Background: an optimization exercise with open tools, aiming at small area. Do not read the settings as production practice. Function was checked by simulation only, so behaviour that the tests miss may differ from the original. No activity file was given, so power comes from the tool's default toggle rates.

==> flow/design.v <==
module zcpd_core (
    input  wire        clk,
    input  wire        rst_n,
    input  wire        op_valid,
    input  wire [23:0] op_word,
    output reg  [15:0] rdata,
    output reg         rdata_valid,
    output wire        gate_out,
    output wire        heartbeat_out,
    output wire        cal_done
);
    localparam [15:0] MIN_ZC_PERIOD       = 16'd140;
    localparam [15:0] CAL_WIN_LO          = 16'd140;
    localparam [15:0] CAL_WIN_HI          = 16'd220;
    localparam [7:0]  CAL_N               = 8'd8;
    localparam [15:0] MARGIN              = 16'd9;
    localparam [15:0] NOMINAL_PERIOD      = 16'd166;
    localparam [15:0] MIN_BASE            = 16'd63;
    localparam [15:0] MAX_MIN             = 16'd120;
    localparam [15:0] MAX_MAX             = 16'd195;
    localparam [15:0] MIN_MIN             = 16'd50;
    localparam [15:0] MIN_MAX             = 16'd80;
    localparam [15:0] ZC_OFFSET           = 16'd2;
    localparam [15:0] SAFETY_TIMEOUT      = 16'd230;
    localparam [15:0] TRIGGER_PULSE_WIDTH = 16'd10;
    localparam        CAL_EDGE_ACCEPTED   = 1'b1;    
    localparam        ZC_IDLE_LEVEL       = 1'b1;
    localparam        DELAY_EQ_FIRES      = 1'b0;
    localparam [1:0] OP_TICK  = 2'b00;
    localparam [1:0] OP_WRITE = 2'b01;
    localparam [1:0] OP_READ  = 2'b10;
    localparam [1:0] OP_RESET = 2'b11;
    localparam [2:0] CAL_WAIT_LOW1 = 3'd0;
    localparam [2:0] CAL_WAIT_HIGH = 3'd1;
    localparam [2:0] CAL_WAIT_LOW2 = 3'd2;
    localparam [2:0] CAL_WAIT_REF  = 3'd3;
    localparam [2:0] CAL_COLLECT   = 3'd4;
    localparam [2:0] CAL_DONE      = 3'd5;
    localparam [7:0] ST_IDLE    = 8'd0;
    localparam [7:0] ST_OFFSET  = 8'd1;
    localparam [7:0] ST_DELAY   = 8'd2;
    localparam [7:0] ST_TRIGGER = 8'd3;
    localparam [3:0] A_DIM_TARGET  = 4'h0;
    localparam [3:0] A_MIN_DELAY   = 4'h1;
    localparam [3:0] A_MAX_DELAY   = 4'h2;
    localparam [3:0] A_STATUS      = 4'h3;
    localparam [3:0] A_PHASE_CNT   = 4'h4;
    localparam [3:0] A_GUARD       = 4'h5;
    localparam [3:0] A_CAL_CNT     = 4'h6;
    localparam [3:0] A_CAL_SUM     = 4'h7;
    localparam [3:0] A_CAL_IDX     = 4'h8;
    localparam [3:0] A_FORCE_STATE = 4'h9;
    reg        zc_prev;
    reg [15:0] guard;
    reg [2:0]  cal_phase;
    reg [15:0] cal_cnt;
    reg [15:0] cal_sum;
    reg [7:0]  cal_idx;
    reg [15:0] min_delay;
    reg [15:0] max_delay;
    reg [7:0]  ctrl_state;
    reg [15:0] phase_cnt;
    reg        gate;
    reg        heartbeat;
    reg [15:0] dim_target;
    wire mode = (cal_phase == CAL_DONE);
    assign gate_out      = gate;
    assign heartbeat_out = heartbeat;
    assign cal_done      = mode;
    wire [1:0]  op    = op_word[23:22];
    wire [3:0]  addr  = op_word[19:16];
    wire [15:0] wdata = op_word[15:0];
    wire        z     = op_word[0];
    wire do_tick  = op_valid && (op == OP_TICK)  && (op_word[21:1] == 21'd0);
    wire do_write = op_valid && (op == OP_WRITE) && (op_word[21:20] == 2'd0);
    wire do_read  = op_valid && (op == OP_READ);
    wire rd_legal = (op_word[21:20] == 2'd0) && (op_word[15:0] == 16'd0);
    wire do_reset = op_valid && (op == OP_RESET) && (op_word[21:0] == 22'd0);
    wire rising = z && !zc_prev;
    wire accept = rising && (guard > MIN_ZC_PERIOD);
    wire ev     = CAL_EDGE_ACCEPTED ? accept : rising;
    wire [15:0] guard_inc = (guard == 16'hFFFF) ? 16'hFFFF : guard + 16'd1;
    wire [15:0] guard_nxt = accept ? 16'd0 : guard_inc;
    wire [15:0] cnt1      = (cal_cnt == 16'hFFFF) ? 16'hFFFF : cal_cnt + 16'd1;
    wire        in_window = (cnt1 >= CAL_WIN_LO) && (cnt1 <= CAL_WIN_HI);
    wire [15:0] sum_nxt   = cal_sum + cnt1;
    wire [7:0]  idx_nxt   = cal_idx + 8'd1;
    wire [15:0] avg_period = sum_nxt / {8'd0, CAL_N};
    wire [23:0] min_prod   = avg_period * MIN_BASE;
    wire [23:0] min_quot   = min_prod / {8'd0, NOMINAL_PERIOD};
    reg [15:0] max_calc;
    reg [15:0] min_calc;
    always @(*) begin
        if (avg_period < MAX_MIN + MARGIN)
            max_calc = MAX_MIN;
        else if (avg_period - MARGIN > MAX_MAX)
            max_calc = MAX_MAX;
        else
            max_calc = avg_period - MARGIN;
        if (min_quot < {8'd0, MIN_MIN} + 24'd1)
            min_calc = MIN_MIN;
        else if (min_quot - 24'd1 > {8'd0, MIN_MAX})
            min_calc = MIN_MAX;
        else
            min_calc = min_quot[15:0] - 16'd1;
    end
    reg [2:0]  cal_phase_nxt;
    reg [15:0] cal_cnt_nxt;
    reg [15:0] cal_sum_nxt;
    reg [7:0]  cal_idx_nxt;
    reg [15:0] min_delay_nxt;
    reg [15:0] max_delay_nxt;
    always @(*) begin
        cal_phase_nxt = cal_phase;
        cal_cnt_nxt   = cal_cnt;
        cal_sum_nxt   = cal_sum;
        cal_idx_nxt   = cal_idx;
        min_delay_nxt = min_delay;
        max_delay_nxt = max_delay;
        case (cal_phase)
            CAL_WAIT_LOW1: begin
                cal_cnt_nxt = cnt1;
                if (!z) cal_phase_nxt = CAL_WAIT_HIGH;
            end
            CAL_WAIT_HIGH: begin
                cal_cnt_nxt = cnt1;
                if (z) cal_phase_nxt = CAL_WAIT_LOW2;
            end
            CAL_WAIT_LOW2: begin
                cal_cnt_nxt = cnt1;
                if (!z) cal_phase_nxt = CAL_WAIT_REF;
            end
            CAL_WAIT_REF: begin
                if (ev) begin
                    cal_cnt_nxt   = 16'd0;
                    cal_sum_nxt   = 16'd0;
                    cal_idx_nxt   = 8'd0;
                    cal_phase_nxt = CAL_COLLECT;
                end else begin
                    cal_cnt_nxt = cnt1;
                end
            end
            CAL_COLLECT: begin
                if (ev) begin
                    cal_cnt_nxt = 16'd0;
                    if (in_window) begin
                        cal_sum_nxt = sum_nxt;
                        cal_idx_nxt = idx_nxt;
                        if (idx_nxt == CAL_N) begin
                            min_delay_nxt = min_calc;
                            max_delay_nxt = max_calc;
                            cal_phase_nxt = CAL_DONE;
                        end
                    end
                end else begin
                    cal_cnt_nxt = cnt1;
                end
            end
            default: ;    
        endcase
    end
    wire [15:0] pc_inc = phase_cnt + 16'd1;
    wire        armed  = (dim_target < SAFETY_TIMEOUT) ||
                         (DELAY_EQ_FIRES && (dim_target == SAFETY_TIMEOUT));
    reg [7:0]  ctrl_state_nxt;
    reg [15:0] phase_cnt_nxt;
    reg        gate_nxt;
    reg        heartbeat_nxt;
    always @(*) begin
        ctrl_state_nxt = ctrl_state;
        phase_cnt_nxt  = phase_cnt;
        gate_nxt       = gate;
        heartbeat_nxt  = heartbeat;
        case (ctrl_state)
            ST_IDLE: begin
                if (accept) begin
                    phase_cnt_nxt  = 16'd0;
                    heartbeat_nxt  = !heartbeat;
                    ctrl_state_nxt = ST_OFFSET;
                end
            end
            ST_OFFSET: begin
                if (pc_inc >= ZC_OFFSET) begin
                    phase_cnt_nxt  = 16'd0;
                    ctrl_state_nxt = ST_DELAY;
                end else begin
                    phase_cnt_nxt = pc_inc;
                end
            end
            ST_DELAY: begin
                if ((pc_inc >= dim_target) && armed) begin
                    gate_nxt       = 1'b1;
                    phase_cnt_nxt  = 16'd0;
                    ctrl_state_nxt = ST_TRIGGER;
                end else if (pc_inc >= SAFETY_TIMEOUT) begin
                    gate_nxt       = 1'b0;
                    phase_cnt_nxt  = pc_inc;
                    ctrl_state_nxt = ST_IDLE;
                end else begin
                    phase_cnt_nxt = pc_inc;
                end
            end
            ST_TRIGGER: begin
                phase_cnt_nxt = pc_inc;
                if (pc_inc >= TRIGGER_PULSE_WIDTH) begin
                    gate_nxt       = 1'b0;
                    ctrl_state_nxt = ST_IDLE;
                end
            end
            default: begin    
                gate_nxt       = 1'b0;
                ctrl_state_nxt = ST_IDLE;
            end
        endcase
    end
    wire [15:0] status = {ctrl_state, 1'b0, zc_prev, heartbeat, gate,
                          cal_phase, mode};
    reg [15:0] rd_mux;
    always @(*) begin
        case (addr)
            A_DIM_TARGET: rd_mux = dim_target;
            A_MIN_DELAY:  rd_mux = min_delay;
            A_MAX_DELAY:  rd_mux = max_delay;
            A_STATUS:     rd_mux = status;
            A_PHASE_CNT:  rd_mux = phase_cnt;
            A_GUARD:      rd_mux = guard;
            A_CAL_CNT:    rd_mux = cal_cnt;
            A_CAL_SUM:    rd_mux = cal_sum;
            A_CAL_IDX:    rd_mux = {8'd0, cal_idx};
            default:      rd_mux = 16'd0;
        endcase
    end
    always @(posedge clk) begin
        if (!rst_n || do_reset) begin
            zc_prev     <= ZC_IDLE_LEVEL;
            guard       <= 16'd0;
            cal_phase   <= CAL_WAIT_LOW1;
            cal_cnt     <= 16'd0;
            cal_sum     <= 16'd0;
            cal_idx     <= 8'd0;
            min_delay   <= 16'd0;
            max_delay   <= 16'd0;
            ctrl_state  <= ST_IDLE;
            phase_cnt   <= 16'd0;
            gate        <= 1'b0;
            heartbeat   <= 1'b0;
            dim_target  <= 16'hFFFF;
        end else if (do_tick) begin
            zc_prev <= z;
            guard   <= guard_nxt;
            if (!mode) begin
                cal_phase <= cal_phase_nxt;
                cal_cnt   <= cal_cnt_nxt;
                cal_sum   <= cal_sum_nxt;
                cal_idx   <= cal_idx_nxt;
                min_delay <= min_delay_nxt;
                max_delay <= max_delay_nxt;
            end else begin
                ctrl_state <= ctrl_state_nxt;
                phase_cnt  <= phase_cnt_nxt;
                gate       <= gate_nxt;
                heartbeat  <= heartbeat_nxt;
            end
        end else if (do_write) begin
            if (addr == A_DIM_TARGET)
                dim_target <= wdata;
            else if (addr == A_FORCE_STATE)
                ctrl_state <= wdata[7:0];
        end
    end
    always @(posedge clk) begin
        if (!rst_n) begin
            rdata_valid <= 1'b0;
            rdata       <= 16'd0;
        end else begin
            rdata_valid <= do_read;
            if (do_read)
                rdata <= rd_legal ? rd_mux : 16'd0;
        end
    end
endmodule
==> flow/run.sh <==
#!/bin/bash
# synth_recipe.tcl (not shown) runs the flow's synth.tcl, then flattens the netlist and writes it again
# the make line also repeats each setting of config.mk as NAME=value (left out here)
make -C /OpenROAD-flow-scripts/flow DESIGN_CONFIG=/design/flow/config.mk WORK_HOME=/design/flow/orfs CLKGATE_MAP_FILE= SYNTH_SCRIPT=/design/flow/synth_recipe.tcl finish
==> flow/config.mk <==
export PLATFORM = sky130hd
export DESIGN_NAME = zcpd_core
export DESIGN_NICKNAME = zcpd_core
export VERILOG_FILES = /design/flow/design.v
export SDC_FILE = /design/flow/constraint.sdc
export NUM_CORES = 4
export LEC_CHECK = 0
export CAP_MARGIN = 20
export CORE_MARGIN = 2
export CORE_UTILIZATION = 40
export PLACE_DENSITY = 0.6
export SLEW_MARGIN = 20
==> flow/constraint.sdc <==
create_clock -name core_clock -period 25.0 [get_ports {clk}]
set_input_delay 5.0000 -clock core_clock [delete_from_list [all_inputs] [get_ports {clk}]]
set_output_delay 5.0000 -clock core_clock [all_outputs]
set_load 0.01 [all_outputs]
==> notes.md <==
## worst reg2reg max path: cells and delay by family, from the launching register on
family	cells	cell delay (ns)
xor+xnor	2	0.76
simple gates	18	4.71
mux	1	0.13
compound gates	41	10.57
flops	1	0.43
fa+ha+maj	6	2.83
buf+inv	5	0.53
## synth_stat cells (all sizes together) (18+ instances only)
cell and n:
buf 36, inv 107, nor4 37, nor3 70, clkbuf 70, xor2 34
a21o 24, a211oi 31, nand2 196, a21oi 171, nor2 222, ha 86
o21ai 115, xnor2 64, a31oi 30, o211ai 52, and3 28, nand4 18
nand3 90, a22oi 85, fa 29, mux2i 36, dfxtp 149, and2 36
## state kept, by name, indices dropped and copies added, names as in the netlist
register and cells:
cal_cnt 16, cal_sum 16, dim_target 16, guard 16, min_delay 16, phase_cnt 16, rdata 16, max_delay 14
cal_idx 8, ctrl_state 8, cal_phase 3, gate 1, heartbeat 1, rdata_valid 1, zc_prev 1
## path summary, 6_finish.rpt
check,slack [ns],start,cells after the start,end
worst min-delay path,0.46,max_delay[9],1,max_delay[9]
worst max register to register,5.00,cal_cnt[2],73,min_delay[1]
worst min register to register,0.46,max_delay[9],1,max_delay[9]
worst max-delay path,5.00,cal_cnt[2],73,min_delay[1]
## final cells by class
class                   count  area, um2
inverters                 109      414.1
flip-flops and latches    149       2983
clock inverters            11      116.4
fillers                  4186      23100
repair buffers             71      645.6
multi-input cells        1756      12370
well taps                 532      665.6
clock buffers              20      446.7
## logic make-up after synthesis
family | share of synthesized area, %
multiplexers | 2.603
buffers and inverters | 6.843
flip-flops | 18.15
XOR/XNOR | 5.633
adder cells (fa/ha/maj) | 10.26
AND/OR/NAND/NOR | 24.07
AO/OA/AOI/OAI | 32.45
## cells in the final DEF (no fill, tap or decap), drive strengths merged, types with 11 or more instances in the layout
cell type / n
nor2: 222
nand2: 196
a21oi: 171
dfxtp: 149
o21ai: 115
inv: 112
nand3: 90
ha: 86
a22oi: 85
nor3: 70
xnor2: 64
o211ai: 52
clkdlybuf4s50: 46
nor4: 37
mux2i: 36
and2: 36
xor2: 34
a211oi: 31
a31oi: 30
fa: 29
and3: 28
buf: 25
a21o: 24
clkbuf: 20
nand4: 18
nor2b: 16
or3: 16
a221oi: 15
o21bai: 13
o31ai: 13
o22ai: 12
or2: 12
nand2b: 11
a32o: 11
## stage by stage
step | instances | utilization [%] | worst slack (ns)
final | 2648 | 43.30 | 4.999
after global routing | 2648 | 43.30 | 3.453
after CTS | 2648 | 43.30 | 5.190
after detailed placement | 2617 | 41.91 | 5.217
after global placement | 2616 | 41.90 | 5.719
after floorplan | 2120 | - | 8.327
## power by group through the flow
stage,sequential [W],clock [W],combinational (W)
after CTS,0.000237,0.000253,0.0000190
final,0.000238,0.000251,0.0000193
after global placement,0.000243,0,0.0000189
after detailed placement,0.000243,0,0.0000190
after global routing,0.000237,0.000263,0.0000206
after floorplan,0.000243,0,0.00000928
## per-layer routing
| layer | part of all wire, % | wire length [um] | global-route usage, % |
|---|---|---|---|
| met5 | 0 | 0 | 0 |
| met4 | 2.0 | 991 | 5.724 |
| met3 | 4.3 | 2197 | 2.245 |
| met2 | 48 | 24230 | 39.69 |
| met1 | 46 | 23180 | 32.10 |
==> results.cfg <==
[pwr]
power_leakage_nw = 6.982
ir_drop_mv = 0.05094
finalPower_w = 0.0005079
swShare_pct = 24.14
p_int_w = 0.0003853
comb_power_share_pct = 3.8
p_seq_share_pct = 46.8
power_switching_w = 0.0001226
pwr_density_cell_nw_per_um2 = 28.80
power_frac_clock_pct = 49.4

[setup_path]
cpPeakStageDelay_ns = 0.74
crit_type = reg2reg
cp_top_family = compound AO/OA/AOI/OAI gates
slowest_stage = o21ai_1
endpoint_kind = flip-flop
critPathBufInv = 5
cpMostUsedCell = a21oi_1
cp.required_ns = 25.37
start_kind = flip-flop
cp_max_fo = 18
critPathArrivalTime_ns = 20.37

[sta]
setup_viol = 0
period_share_pct = 80.00
min_period_ns = 20.00
worst_pin_slew_ns = 1.054
rsz0062_at_grt = no
relSlewSlack_pct = 29.50
max_freq_mhz = 50.00
finalSetupTns_ns = 0
finalHoldViolations = 0
drv_slew = 0
fin_skew_ns = 0.01500
hold_ws_ns = 0.4613

[run_status]
status = no timing/DRC/antenna violations

[global_routing]
grt_pass1_vias = 15295
gr-total-overflow = 0
grt_pass1_wl_um = 81620
track_usage_pct = 23.46
antenna_found_initial = 0
grt_max_degree = 86

[synthesis]
synth-edff-count = 0
ys_seq_area_share_pct = 18.15
yosys.area.top_type = dfxtp_1
synth.cell_area_um2 = 16440
async_flop_share_pct = 0
synth.area.top_cells = dfxtp_1 (18%), ha_1 (6.5%), nor2_1 (5.0%)
syn_inst = 2120
synth_ff_type = dfxtp_1
ys_types = 152
postSynthNetCount = 2262
synth_top_area_share_pct = 18.15
synth_seq_cells = 149
yosysWarningCount = 1
synthesis.area_per_instance_um2 = 7.754

[detailed_routing]
via_per_inst = 6.140
wl_um = 50600
dr.pass1.iters = 5
routedWlPerCell_um = 19.11
drc = 0
vias = 16258
postRouteAntennaNets = 0
drtIter0Drc = 1228

[worst_hold_path]
hold_class = reg2reg

[clocking]
clockBufferDepth = 2
cts_tree = done
clk_pin_slew_ns = 0.06
clock_sinks = 149
clockRootBuffer = clkbuf_16
cts-resized-gates = 0
clk_latency_ns = 0.44
postCtsSetupBuffers = 0
htree_levels = 4
numCtsBuffers = 17
hold_buffers = 0

[layout]
fin_nets = 2246
fin_area_um2 = 17640
drive_gt1_share_pct = 11.34
n_antenna_cell = 0
syn2layout_area_growth_pct = 7.300

[floorplan]
dieArea_um2 = 42730
core_um2 = 40740
die_w_um = 206.7
start_util_pct = 40.35
die_h_um = 206.7
io_pins = 47
fp-row-count = 74

[flow_run]
maxCapViolations = 0

[place]
hpwl_um = 39290
portBuffers = 46
globalplace.congestion = 0.9133
placed_cell_area_um2 = 17080

-- afterwards: timing with drivers on the ports --
Ports are ideal in the flow. The routed layout listed here was re-timed in OpenROAD.
Step 1: set_driving_cell puts a clkbuf_16 on clk and a buf_2 on each other input, an assumption about the parent block.
Step 2 times the ports against the registers' clock, not the clock port: input delays grow and output delays shrink by t, the midpoint of the rising clock arrivals with the driver on.
Three values: ideal ports, drivers, drivers and shift; two values: the first two.
t, ns: 0.481
setup slack, ns: 4.999 / 4.999 / 4.999
hold WS [ns]: 0.461 / 0.461 / 0.461
slew at the worst register clock pin (ns): 0.07 / 0.07
pins driven straight from the clock port: 1
After both steps this run still meets setup and hold. The setup slack of this run moves by 0.000 ns with the drivers and by 0.000 ns with both steps.
